This design comes from an exercise in tuning for small area, a short achievable clock period and few clock cycles per item on the open sky130 flow, not from production work. The RTL was checked by simulation tests, not by an equivalence proof against the original design.

[design/flow/design.v]
module photon_mix (
    input  wire [31:0] x,    
    output wire [31:0] y     
);
    wire t32 = x[7] ^ x[25];
    wire t33 = x[11] ^ x[30];
    wire t34 = x[2] ^ x[9];
    wire t35 = x[20] ^ x[31];
    wire t36 = x[19] ^ x[23];
    wire t37 = x[3] ^ x[22];
    wire t38 = x[18] ^ x[24];
    wire t39 = x[8] ^ x[13];
    wire t40 = x[4] ^ x[29];
    wire t41 = x[6] ^ x[21];
    wire t42 = x[1] ^ x[5];
    wire t43 = x[0] ^ x[16];
    wire t44 = x[17] ^ x[26];
    wire t45 = x[12] ^ x[28];
    wire t46 = t33 ^ t34;
    wire t47 = t32 ^ t35;
    wire t48 = x[10] ^ x[27];
    wire t49 = x[15] ^ t40;
    wire t50 = t41 ^ t44;
    wire t51 = t36 ^ t43;
    wire t52 = x[14] ^ t39;
    wire t53 = x[8] ^ t42;
    wire t54 = x[15] ^ t33;
    wire t55 = x[30] ^ t38;
    wire t56 = x[0] ^ x[20];
    wire t57 = x[18] ^ x[27];
    wire t58 = t40 ^ t45;
    wire t59 = t36 ^ t45;
    wire t60 = x[4] ^ t38;
    wire t61 = x[21] ^ t48;
    wire t62 = x[26] ^ t37;
    wire t63 = x[2] ^ t47;
    wire t64 = x[17] ^ t46;
    wire t65 = x[3] ^ x[14];
    wire t66 = x[5] ^ x[11];
    wire t67 = x[13] ^ x[25];
    wire t68 = x[1] ^ x[31];
    wire t69 = x[16] ^ x[31];
    wire t70 = x[29] ^ t32;
    wire t71 = t34 ^ t39;
    wire t72 = x[7] ^ t37;
    wire t73 = t36 ^ t71;
    wire t74 = x[12] ^ t51;
    wire t75 = t46 ^ t62;
    wire t76 = t41 ^ t55;
    wire t77 = x[19] ^ t52;
    wire t78 = t50 ^ t67;
    wire t79 = x[5] ^ x[13];
    wire t80 = x[5] ^ x[25];
    wire t81 = x[11] ^ x[14];
    wire t82 = x[3] ^ x[23];
    wire t83 = x[7] ^ x[22];
    wire t84 = x[9] ^ x[17];
    wire t85 = x[10] ^ x[16];
    wire t86 = x[24] ^ t42;
    wire t87 = x[10] ^ t68;
    wire t88 = t37 ^ t79;
    wire t89 = t32 ^ t44;
    wire t90 = t34 ^ t35;
    wire t91 = x[15] ^ t56;
    wire t92 = t37 ^ t48;
    wire t93 = x[6] ^ t48;
    wire t94 = x[27] ^ t42;
    wire t95 = x[0] ^ t83;
    wire t96 = t49 ^ t72;
    wire t97 = x[29] ^ t50;
    wire t98 = t59 ^ t65;
    wire t99 = t58 ^ t86;
    wire t100 = t53 ^ t70;
    wire t101 = t54 ^ t57;
    wire t102 = t38 ^ t53;
    wire t103 = t43 ^ t52;
    wire t104 = t47 ^ t51;
    wire t105 = x[29] ^ t47;
    wire t106 = t61 ^ t69;
    wire t107 = x[21] ^ t60;
    wire t108 = t49 ^ t82;
    wire t109 = x[15] ^ t60;
    wire t110 = t49 ^ t73;
    wire t111 = t54 ^ t74;
    wire t112 = x[1] ^ x[16];
    wire t113 = x[2] ^ x[20];
    wire t114 = x[22] ^ x[26];
    wire t115 = x[9] ^ x[24];
    wire t116 = x[6] ^ x[27];
    wire t117 = x[8] ^ x[10];
    wire t118 = x[12] ^ x[23];
    wire t119 = x[14] ^ x[23];
    wire t120 = x[8] ^ x[28];
    wire t121 = x[20] ^ x[28];
    wire t122 = x[2] ^ x[30];
    wire t123 = x[12] ^ x[25];
    wire t124 = x[4] ^ t80;
    wire t125 = x[20] ^ t84;
    wire t126 = x[3] ^ t38;
    wire t127 = t113 ^ t117;
    wire t128 = t35 ^ t44;
    wire t129 = x[12] ^ t32;
    wire t130 = t41 ^ t114;
    wire t131 = t43 ^ t119;
    wire t132 = x[18] ^ t39;
    wire t133 = t65 ^ t66;
    wire t134 = t68 ^ t120;
    wire t135 = x[24] ^ t39;
    wire t136 = t42 ^ t123;
    wire t137 = x[27] ^ t37;
    wire t138 = x[19] ^ t56;
    wire t139 = t57 ^ t66;
    wire t140 = x[6] ^ t56;
    wire t141 = t35 ^ t81;
    wire t142 = t42 ^ t121;
    wire t143 = t116 ^ t118;
    wire t144 = t80 ^ t122;
    wire t145 = t33 ^ t45;
    wire t146 = t59 ^ t88;
    wire t147 = t84 ^ t129;
    wire t148 = t51 ^ t88;
    wire t149 = t47 ^ t58;
    wire t150 = t61 ^ t91;
    wire t151 = t50 ^ t66;
    wire t152 = t59 ^ t115;
    wire t153 = t46 ^ t94;
    wire t154 = t49 ^ t92;
    wire t155 = t62 ^ t91;
    wire t156 = t93 ^ t132;
    wire t157 = t130 ^ t136;
    wire t158 = t58 ^ t133;
    wire t159 = x[28] ^ t89;
    wire t160 = t87 ^ t135;
    wire t161 = t55 ^ t143;
    wire t162 = t90 ^ t112;
    wire t163 = t72 ^ t141;
    wire t164 = t124 ^ t128;
    wire t165 = t137 ^ t145;
    wire t166 = t52 ^ t125;
    wire t167 = t46 ^ t85;
    wire t168 = x[9] ^ t70;
    wire t169 = x[19] ^ t93;
    wire t170 = t57 ^ t140;
    wire t171 = t95 ^ t139;
    wire t172 = t53 ^ t95;
    wire t173 = t44 ^ t92;
    wire t174 = t55 ^ t87;
    wire t175 = t131 ^ t142;
    wire t176 = t85 ^ t90;
    wire t177 = t89 ^ t127;
    wire t178 = t63 ^ t151;
    wire t179 = t74 ^ t102;
    wire t180 = t75 ^ t104;
    wire t181 = t76 ^ t166;
    wire t182 = t78 ^ t126;
    wire t183 = t64 ^ t170;
    wire t184 = x[14] ^ t107;
    wire t185 = t101 ^ t168;
    wire t186 = t64 ^ t104;
    wire t187 = t73 ^ t105;
    wire t188 = t76 ^ t176;
    wire t189 = t77 ^ t144;
    wire t190 = t152 ^ t155;
    wire t191 = t63 ^ t102;
    wire t192 = t41 ^ t171;
    wire t193 = t64 ^ t169;
    wire t194 = t77 ^ t173;
    wire t195 = t64 ^ t106;
    wire t196 = t100 ^ t167;
    wire t197 = t61 ^ t147;
    wire t198 = t81 ^ t106;
    wire t199 = t99 ^ t138;
    wire t200 = t78 ^ t101;
    wire t201 = t103 ^ t105;
    wire t202 = t69 ^ t157;
    wire t203 = t159 ^ t174;
    wire t204 = t63 ^ t165;
    wire t205 = t43 ^ t108;
    wire t206 = t76 ^ t94;
    wire t207 = t109 ^ t134;
    wire t208 = t103 ^ t107;
    wire t209 = t97 ^ t160;
    wire t210 = t161 ^ t172;
    wire t211 = t97 ^ t163;
    wire t212 = t154 ^ t162;
    wire t213 = t158 ^ t177;
    wire t214 = t187 ^ t206;
    wire t215 = t63 ^ t194;
    wire t216 = t75 ^ t207;
    wire t217 = t78 ^ t212;
    wire t218 = t108 ^ t197;
    wire t219 = t100 ^ t190;
    wire t220 = t149 ^ t193;
    wire t221 = t179 ^ t211;
    wire t222 = t110 ^ t192;
    wire t223 = t175 ^ t200;
    wire t224 = t99 ^ t198;
    wire t225 = t110 ^ t203;
    wire t226 = t148 ^ t185;
    wire t227 = t98 ^ t196;
    wire t228 = t77 ^ t202;
    wire t229 = t96 ^ t195;
    wire t230 = t109 ^ t178;
    wire t231 = t146 ^ t188;
    wire t232 = t98 ^ t183;
    wire t233 = t184 ^ t186;
    wire t234 = t153 ^ t182;
    wire t235 = t156 ^ t180;
    wire t236 = t111 ^ t209;
    wire t237 = t75 ^ t199;
    wire t238 = t191 ^ t205;
    wire t239 = t111 ^ t164;
    wire t240 = t150 ^ t189;
    wire t241 = t54 ^ t201;
    wire t242 = t204 ^ t208;
    wire t243 = t96 ^ t181;
    assign y[0] = t233;
    assign y[1] = t219;
    assign y[2] = t210;
    assign y[3] = t231;
    assign y[4] = t238;
    assign y[5] = t225;
    assign y[6] = t224;
    assign y[7] = t243;
    assign y[8] = t229;
    assign y[9] = t226;
    assign y[10] = t221;
    assign y[11] = t223;
    assign y[12] = t227;
    assign y[13] = t236;
    assign y[14] = t215;
    assign y[15] = t222;
    assign y[16] = t230;
    assign y[17] = t217;
    assign y[18] = t232;
    assign y[19] = t241;
    assign y[20] = t235;
    assign y[21] = t213;
    assign y[22] = t240;
    assign y[23] = t216;
    assign y[24] = t237;
    assign y[25] = t214;
    assign y[26] = t228;
    assign y[27] = t218;
    assign y[28] = t220;
    assign y[29] = t234;
    assign y[30] = t242;
    assign y[31] = t239;
endmodule
module photon_sbsr (
    input  wire [255:0] s_in,
    output wire [255:0] s_out
);
    localparam [511:0] T = {
        64'hFEBA7C213809654D,    
        64'hFEBA7C213809654D,    
        64'hFEBA7C213809654D,    
        64'h59F3B4DC1E0276A8,    
        64'hFEBA7C213809654D,    
        64'hFE5463D1C9087BA2,    
        64'hBF379A541206DC8E,    
        64'hDF57C9624103EA8B     
    };
    genvar i, j;
    generate
        for (i = 0; i < 8; i = i + 1) begin : g_row
            for (j = 0; j < 8; j = j + 1) begin : g_col
                wire [3:0] x = s_in[4*(8*i + ((j + i) % 8)) +: 4];
                assign s_out[4*(8*i+j) +: 4] = T[64*i + 4*x +: 4];
            end
        end
    endgenerate
endmodule
module photon_mc (
    input  wire [255:0] s_in,
    output wire [255:0] s_out
);
    genvar i, j;
    generate
        for (j = 0; j < 8; j = j + 1) begin : g_mix
            wire [31:0] col, mc;
            for (i = 0; i < 8; i = i + 1) begin : g_io
                assign col[4*i +: 4] = s_in[4*(8*i+j) +: 4];
                assign s_out[4*(8*i+j) +: 4] = mc[4*i +: 4];
            end
            photon_mix u_mix (.x(col), .y(mc));
        end
    endgenerate
endmodule
module photon_perm (
    input  wire         clk,
    input  wire         rst,         
    input  wire         in_valid,
    output wire         in_ready,
    input  wire [255:0] in_state,
    output wire         out_valid,
    input  wire         out_ready,
    output wire [255:0] out_state
);
    localparam [63:0] RCR = 64'h0000_A529_C6BD_E731;    
    localparam [31:0] IC  = 32'h8CEF_7310;              
    reg [255:0] a, b;
    reg         va, vb;      
    reg [3:0]   ra, rb;      
    reg         bdone;       
    reg  cont;                              
    reg  take_in;                           
    wire en   = !bdone || out_ready;        
    assign in_ready  = !vb || (bdone && out_ready);
    assign out_valid = bdone;
    assign out_state = b;
    wire take = in_valid && in_ready;
    reg  [3:0]  rc;
    wire [3:0]  rn = cont ? rb + 4'd1 : 4'd0;
    wire        cont_n = va && (ra != 4'd11);
    wire [31:0] k;
    wire [255:0] x = (b & {256{cont}}) | (in_state & {256{take_in}});
    wire [255:0] x_ac;
    genvar i, j;
    generate
        for (i = 0; i < 8; i = i + 1) begin : g_row
            assign k[4*i +: 4] = rc ^ IC[4*i +: 4];
            for (j = 0; j < 8; j = j + 1) begin : g_col
                if (j == 0) begin : g_ac
                    assign x_ac[4*(8*i+j) +: 4] = x[4*(8*i+j) +: 4] ^ k[4*i +: 4];
                end else begin : g_nac
                    assign x_ac[4*(8*i+j) +: 4] = x[4*(8*i+j) +: 4];
                end
            end
        end
    endgenerate
    wire [255:0] a_d, b_d;
    photon_sbsr u_sbsr (.s_in(x_ac), .s_out(a_d));
    photon_mc   u_mc   (.s_in(a),    .s_out(b_d));
    always @(posedge clk) begin
        if (en) begin
            a <= a_d;
            b <= b_d;
            ra <= rn;
            rb <= ra;
        end
    end
    always @(posedge clk) begin
        if (rst) begin
            rc    <= RCR[3:0];
            va    <= 1'b0;
            vb    <= 1'b0;
            bdone <= 1'b0;
            cont  <= 1'b0;
            take_in <= 1'b1;
        end else if (en) begin
            cont  <= cont_n;
            take_in <= !cont_n;
            va    <= cont || take;
            vb    <= va;
            bdone <= va && (ra == 4'd11);
            rc    <= cont_n ? RCR[{ra + 4'd1, 2'b00} +: 4] : RCR[3:0];
        end
    end
endmodule
[design/flow/flow/run.sh]
#!/bin/bash
# Own layout flow: the standard flow (standard.sh) with a different
# technology mapping in synthesis (flow/synth.tcl: the same synthesis script,
# but no adder extraction and ABC run with flow/abc.script) and smaller port
# buffers. Each tool's output goes to its own log in the work folder.
set -euo pipefail
W=$PWD
EXTRA=()
[ -f flow/extra.txt ] && mapfile -t EXTRA < <(grep -v '^#' flow/extra.txt | grep .)
bash standard.sh \
  SYNTH_SCRIPT=$W/flow/synth.tcl \
  BENCHV_ABC_SCRIPT=$W/flow/abc.script \
  "${EXTRA[@]}" \
  finish > $W/flow_make.log 2>&1
mkdir -p $W/flow_logs
cp -r $W/orfs/logs/* $W/flow_logs/ 2>/dev/null || true
test -f $W/out/final.def
[design/flow/flow/abc.script]
&get -n
&st
&dch
&nf -p
&put
topo
stime -c
[design/flow/flow/extra.txt]
# extra make variables, one per line
BUFFER_PORTS_ARGS=-buffer_cell sky130_fd_sc_hd__buf_1
[design/flow/flow/synth.tcl]
# The standard flow's synthesis (synth_recipe.tcl) with two changes to the technology
# mapping only: no half/full-adder extraction, and ABC run with our script.
proc synth {args} { yosys synth -nofsm -noshare {*}$args }
proc extract_fa {args} { puts "extract_fa skipped" }
proc abc {args} {
  set i [lsearch -exact $args -script]
  if { $i >= 0 && [info exists ::env(BENCHV_ABC_SCRIPT)] } {
    lset args [expr {$i + 1}] $::env(BENCHV_ABC_SCRIPT)
  }
  set j [lsearch -exact $args -D]
  if { $j >= 0 && [info exists ::env(BENCHV_ABC_D)] } {
    lset args [expr {$j + 1}] $::env(BENCHV_ABC_D)
  }
  puts "abc $args"
  yosys abc {*}$args
}
source $::env(SCRIPTS_DIR)/synth.tcl
# left out here: clear keep_hierarchy, flatten, clean up, hide names made inside functions, write 1_2_yosys.v
[design/flow/standard.sh]
#!/bin/bash
# synth_recipe.tcl (not shown) runs the flow's synth.tcl, then flattens the netlist and writes it again
# the make line also repeats each setting of config.mk as NAME=value (left out here)
make -C /OpenROAD-flow-scripts/flow DESIGN_CONFIG=/design/flow/config.mk WORK_HOME=/design/flow/orfs CLKGATE_MAP_FILE= SYNTH_SCRIPT=/design/flow/synth_recipe.tcl "${@:-finish}"
[design/flow/config.mk]
export PLATFORM = sky130hd
export DESIGN_NAME = photon_perm
export DESIGN_NICKNAME = photon_perm
export VERILOG_FILES = /design/flow/design.v
export SDC_FILE = /design/flow/constraint.sdc
export NUM_CORES = 4
export LEC_CHECK = 0
export CAP_MARGIN = 20
export CORE_MARGIN = 2
export CORE_UTILIZATION = 72
export CTS_CLUSTER_DIAMETER = 80
export CTS_CLUSTER_SIZE = 30
export PLACE_DENSITY = 0.8
export SETUP_SLACK_MARGIN = 2.6
export SLEW_MARGIN = 20
[design/flow/constraint.sdc]
create_clock -name core_clock -period 5.0 [get_ports {clk}]
set_input_delay 1.0000 -clock core_clock [delete_from_list [all_inputs] [get_ports {clk}]]
set_output_delay 1.0000 -clock core_clock [all_outputs]
set_load 0.01 [all_outputs]
==> out/results.ini, run 1 <==
[run_status]
status = finished clean

[place]
dp_hpwl_um = 98800
place_ws_ns = 1.89
place.gp.congestion = 1.14
port_buffers = 517
placed_area_um2 = 40600

[setup_path]
cp_cell_sequence = buf_2 > nor2b_4 > clkinv_16 > buf_12
slowest_stage = buf_12
slowest_delay_ns = 0.52
critPathLaunchType = primary input
crit_path_end_kind = register
required_ns = 5.27
crit_arrival_ns = 2.84
cp_max_fo = 170
worstSetupPathType = in2reg

[detailed_routing]
remaining_drc_errors = 0
finalWirelength_um = 131000
routedWlPerCell_um = 28.2
vias = 30700
drt_iter0_markers = 4532
viasPerCell = 6.59
drtPass1Iterations = 7
ant_nets = 0

[synthesis]
syn_avg_cell_area_um2 = 11.2
ys_seq_area_frac = 0.422
ys_warn_count = 1
yosysUniqueCellTypes = 40
synthCells = 3359
ys_ff_latch = 529
synthesis.area_um2 = 37500
syn-num-nets = 3619

[floorplan]
core_area_um2 = 51400
die_w_um = 232
io_pins = 518
dieArea_um2 = 53900
rows = 83
die_y_um = 232
initial_utilization = 0.729

[sta]
setup-tns-final_ns = 0
worstMarginPinSlew_ns = 1.02
clock-skew-final_ns = 0.0275
finalHoldViolCount = 0
whs_ns = 0.521
final_max_slew_viol_count = 0
rsz0062_at_grt = yes
setup_ws_ns = 2.43
fmax_mhz = 388
fin_crit_ns = 2.57
finalSetupViolations = 0
period_share = 0.515
relSlewSlack = 0.315

[global_routing]
globalRouteTotalUtil = 0.470
antenna_found_initial = 18
grt_max_degree = 171
grt_pass1_vias = 29100
grt_pass1_wl_um = 185000
overflow = 0

[clock_tree]
cts_max_level = 1
ctsRootBufferMaster = clkbuf_16
cts_sinks = 529
cts_buffers = 29
worstSkewPairLatency_ns = 0.65
clock_path_buffers = 3
postCtsHoldBufs = 0
cts.clk_slew.worst_paths_ns = 0.12
cts_tree = done

[cells_and_area]
final_common_cell = xnor2_1
syn2layout_area_growth_pct = 15.0
fillers = 2902
drive_gt1_frac = 0.0652
fin_area_um2 = 43100
final_cell_mix = 1097 x xnor2_1, 522 x xor2_1, 520 x edfxtp_1
nNetsFinal = 4195

[hold_path]
min_path_type = reg2reg

[flow_run]
maxCapViolations = 0

## worst max-delay path: cells and delay by family
family,cells,cell delay [ns]
buf+inv,3,0.98
simple gates,1,0.34
## worst paths after layout
kind	from	end	slack, ns	cells after the start
setup reg to reg	bdone$_SDFFE_PP0P_	b[12]$_DFFE_PP_	2.43	3
hold reg to reg	vb$_SDFFE_PP0P_	vb$_SDFFE_PP0P_	0.52	2
hold / removal	vb$_SDFFE_PP0P_	vb$_SDFFE_PP0P_	0.52	2
setup / recovery	out_ready	b[12]$_DFFE_PP_	2.43	4
## Yosys cell counts
library cell | instances | area, um^2
a211oi_1 | 5 | 37.5
a21bo_1 | 2 | 20.0
a21boi_0 | 8 | 60.1
a21o_1 | 6 | 45.0
a21oi_1 | 92 | 460
a22o_1 | 129 | 1130
a22oi_1 | 174 | 1310
a2bb2oi_1 | 1 | 8.76
a31oi_1 | 17 | 106
a32oi_1 | 2 | 17.5
and2_0 | 9 | 56.3
and3_1 | 3 | 18.8
clkinv_1 | 12 | 45.0
dfxtp_1 | 9 | 180
edfxtp_1 | 520 | 15600
maj3_1 | 1 | 10.0
mux2_1 | 4 | 45.0
mux2i_1 | 7 | 70.1
nand2_1 | 213 | 800
nand2b_1 | 16 | 100
nand3_1 | 12 | 60.1
nand3b_1 | 2 | 15.0
nand4b_1 | 1 | 8.76
nand4bb_1 | 1 | 11.3
nor2_1 | 103 | 387
nor2b_1 | 12 | 75.1
nor3_1 | 5 | 25.0
nor3b_1 | 4 | 30.0
o211ai_1 | 3 | 22.5
o21a_1 | 8 | 60.1
o21ai_0 | 160 | 801
o21bai_1 | 3 | 22.5
o22a_1 | 1 | 8.76
o22ai_1 | 15 | 93.8
o31ai_1 | 1 | 7.51
o32ai_1 | 2 | 17.5
or2_0 | 20 | 125
xnor2_1 | 1195 | 10500
xor2_1 | 580 | 5080
xor3_1 | 1 | 23.8
## final cells by class
cell class	count	area, um^2	area share
timing repair buffer	545	2380	0.0552
antenna	16	40.0	0.000929
tap	680	851	0.0197
sequential	529	15800	0.367
clock inverter	22	304	0.00706
inverter	12	71.3	0.00165
multi-input combinational	2818	22900	0.532
clock buffer	32	737	0.0171
## timing repair
action	4_1_cts	5_1_grt
buffers inserted	6	7
gates resized for setup	84	87
setup endpoints to repair	237	204
cloned	3	0
pin swaps	0	1
## stage by stage
step / std cells / utilization
2_1_floorplan: 3359 / -
3_3_place_gp: 4568 / 0.789
3_5_place_dp: 4568 / 0.789
4_1_cts: 4631 / 0.824
5_1_grt: 4644 / 0.838
6_report: 4654 / 0.838
## registers in the layout, summed over array words and instances (netlist names)
| name | flops |
|---|---|
| a | 256 |
| b | 256 |
| bdone | 1 |
| cont | 1 |
| ra | 4 |
| rb | 4 |
| rc | 4 |
| take_in | 1 |
| va | 1 |
| vb | 1 |
## layer usage
metal / wire length, um / track usage / vias up
met4: 10900 / 0.312 / 10
met1: 44700 / 0.598 / 14600
met3: 17500 / 0.112 / 566
met2: 57800 / 0.718 / 2590
met5: 63 / 0 / -
li1: - / - / 12900
## logic make-up (layout without fill, tap and decap cells)
family / Yosys count / after routing / share of synthesized area
buf+inv: 12 / 611 / 0.00120
flops: 529 / 529 / 0.422
simple gates: 401 / 401 / 0.0457
fa+ha+maj: 1 / 1 / 0.000267
other cells: 0 / 16 / 0
compound gates: 629 / 629 / 0.113
mux: 11 / 11 / 0.00307
xor+xnor: 1776 / 1776 / 0.416
Testbench counts, summed over its fixed seeds: cycles 6,160, items 512.
==> run 2, diff against run 1 <==
--- a/design/flow/config.mk
+++ b/design/flow/config.mk
@@ -7,9 +7,9 @@
 export LEC_CHECK = 0
-export CAP_MARGIN = 20
+export CAP_MARGIN = 5
 export CORE_MARGIN = 2
-export CORE_UTILIZATION = 72
+export CORE_UTILIZATION = 65
 export CTS_CLUSTER_DIAMETER = 80
 export CTS_CLUSTER_SIZE = 30
-export PLACE_DENSITY = 0.8
+export PLACE_DENSITY = 0.75
 export SETUP_SLACK_MARGIN = 2.6
-export SLEW_MARGIN = 20
+export SLEW_MARGIN = 5
==> run 2 against run 1 <==
Routed wire length grew 2.0%. First-iteration DRC count decreased by 7.8%. Synthesized cell count did not move.
==> out/results.ini, run 2 <==
[global_routing]
use_met2 = 0.669
antenna_found_initial = 10
globalRouteTotalUtil = 0.427
overflow = 0
grt_pass1_wl_um = 186000
busiest_layer = met2
grt_pass1_vias = 28700
use_met1 = 0.552
use_met3 = 0.0851
grt_max_degree = 180

[setup_path]
ff2ff_setup_slack_ns = 2.57
required_ns = 5.37
crit_arrival_ns = 2.80
worstSetupPathType = reg2reg
r2r-end = b[46]$_DFFE_PP_
cp_max_fo = 5
worstReg2RegStart = a[207]$_DFFE_PP_
cp-startpoint = a[207]$_DFFE_PP_
critPathLaunchType = register
reg2reg_depth = 5
crit_path_end_kind = register

[place]
dp_hpwl_um = 103000
port_buffers = 517
dpl.cell_count = 4658
place.gp.congestion = 1.12

[clock_tree]
cts_tree = done
cts.clk_slew.worst_paths_ns = 0.11
cts_sinks = 529
worstSkewPairLatency_ns = 0.59
ctsRootBufferMaster = clkbuf_16
cts_buffers = 34
clock_path_buffers = 3
cts_max_level = 2
postCtsHoldBufs = 0

[synthesis]
ys_ff_latch = 529
synth_top_area_cell = edfxtp_1
synth_area_leaders = edfxtp_1 42%, xnor2_1 28%, xor2_1 14%
synth-edff-count = 520
synthArstFlopShare = 0
synth_top_area_share = 0.417
ys_warn_count = 1
syn_avg_cell_area_um2 = 11.2
yosys-top-cells-count = 1195 x xnor2_1, 580 x xor2_1, 520 x edfxtp_1
synthesis.area_um2 = 37500
syn-num-nets = 3619
ys_seq_area_frac = 0.422
synth_ff_type = edfxtp_1
synthCells = 3359
synth_most_common_cell = xnor2_1
yosysUniqueCellTypes = 40

[detailed_routing]
drtPass1Iterations = 8
drt_iter0_markers = 4178
remaining_drc_errors = 0
finalWirelength_um = 134000
routedWlPerCell_um = 28.2
ant_nets = 0
vias = 30200
viasPerCell = 6.38

[flow_run]
maxCapViolations = 0

[sta]
relSlewSlack = 0.330
period_share = 0.487
setup-tns-final_ns = 0
clock-skew-final_ns = 0.0356
worstMarginPinSlew_ns = 1.00
rsz0062_at_grt = no
final_max_slew_viol_count = 0
fmax_mhz = 411
finalSetupViolations = 0
whs_ns = 0.495
finalHoldViolCount = 0
fin_crit_ns = 2.43

[hold_path]
min_delay_path_depth = 2
min_from = vb$_SDFFE_PP0P_
holdPathEnd = vb$_SDFFE_PP0P_
min_path_type = reg2reg

[run_status]
status = finished clean

[cells_and_area]
final_common_cell = xnor2_1
nNetsFinal = 4206
final_cell_mix = 1100 x xnor2_1, 524 x xor2_1, 520 x edfxtp_1
stdcell_count = 4743
fillers = 3824
top_regs = a: 256 flops, b: 256 flops
syn2layout_area_growth_pct = 16.0
drive_gt1_frac = 0.0657

[floorplan]
die_w_um = 244
dieArea_um2 = 59600
initial_utilization = 0.653
io_pins = 518
die_y_um = 244
core_area_um2 = 57400
rows = 88

[run 2: cell counts after synthesis]
Identical to the previous run, type by type.
[run 2: routing by layer]
| metal | part of all wire | routed length, um |
|---|---|---|
| met1 | 0.36 | 47900 |
| met2 | 0.45 | 60100 |
| met3 | 0.12 | 15800 |
| met4 | 0.074 | 9850 |
| met5 | 0.00021 | 28 |
[run 2: layout make-up]
type                       instances  area [um^2]  area share
antenna                            8         20.0    0.000460
clock buffer                      35          876      0.0201
clock inverter                    25          364     0.00837
inverter                          12         71.3     0.00164
multi-input combinational       2818        23000       0.529
sequential                       529        15800       0.363
tap                              765          957      0.0220
timing repair buffer             550         2390      0.0550
timing repair inverter             1         11.3    0.000259
[run 2: cells by family after synthesis]
kind of cell,after synthesis,share of synthesized area
compound gates,629,0.113
simple gates,401,0.0457
mux,11,0.00307
buf+inv,12,0.00120
xor+xnor,1776,0.416
flops,529,0.422
fa+ha+maj,1,0.000267
[run 2: worst max-delay path by stage]
stage | endpoint | slack [ns] | depth (start not counted)
floorplan | a[228]$_DFFE_PP_ | 1.90 | 5
global placement | a[53]$_DFFE_PP_ | 1.85 | 5
detailed placement | a[53]$_DFFE_PP_ | 1.74 | 5
CTS | b[75]$_DFFE_PP_ | 2.57 | 5
global route | b[108]$_DFFE_PP_ | 2.54 | 4
finish | b[46]$_DFFE_PP_ | 2.57 | 5
[run 2: stage by stage]
step                cell area, um^2  worst slack, ns   util
detailed placement            40700             1.74  0.710
global route                  43500             2.54  0.758
CTS                           42600             2.57  0.743
global placement              40700             1.85  0.710
floorplan                     37600             1.90      -
finish                        43500             2.57  0.758
[run 2: critical path: stages (launching register included)]
cell and delay, ns:
edfxtp_1 0.60, xor2_2 0.28, xnor2_1 0.50, xnor2_1 0.27, xnor2_1 0.24, xor2_1 0.32
[run 2: timing repair]
| item | in CTS | in global routing |
|---|---|---|
| buffers inserted | 5 | 10 |
| gates cloned | 0 | 2 |
| pin swaps | 0 | 0 |
| endpoints found under the setup margin | 310 | 363 |
| resized for setup | 80 | 90 |

static timing again, ports no longer ideal:
The flow's constraints put no driver on any port. The routed layouts listed below were extracted and timed again, unchanged, in two steps.
Step 1: set_driving_cell puts a clkbuf_16 on clk and a buf_2 on each other input, an assumption about the parent block.
Step 2 adds t to the input delays and takes it off the output delays; t is the mean of the earliest and latest rising clock arrival at the registers after step 1. Input paths then give back, and output paths get back, about the clock's delay inside the block.
Slacks: no drivers / after step 1 / after step 2; pairs: no drivers / after step 1.
run | t (ns) | setup slack, ns | worst hold slack (ns)
run 1 | 0.702 | 2.426 / 2.430 / 1.753 | 0.521 / 0.521 / 0.521
run 2 | 0.644 | 2.567 / 2.545 / 1.968 | 0.495 / 0.495 / 0.495
After both steps every run listed still meets setup and hold. For run 1, which loses most, drivers alone change the setup slack by +0.004 ns; drivers and shift together by -0.673 ns.
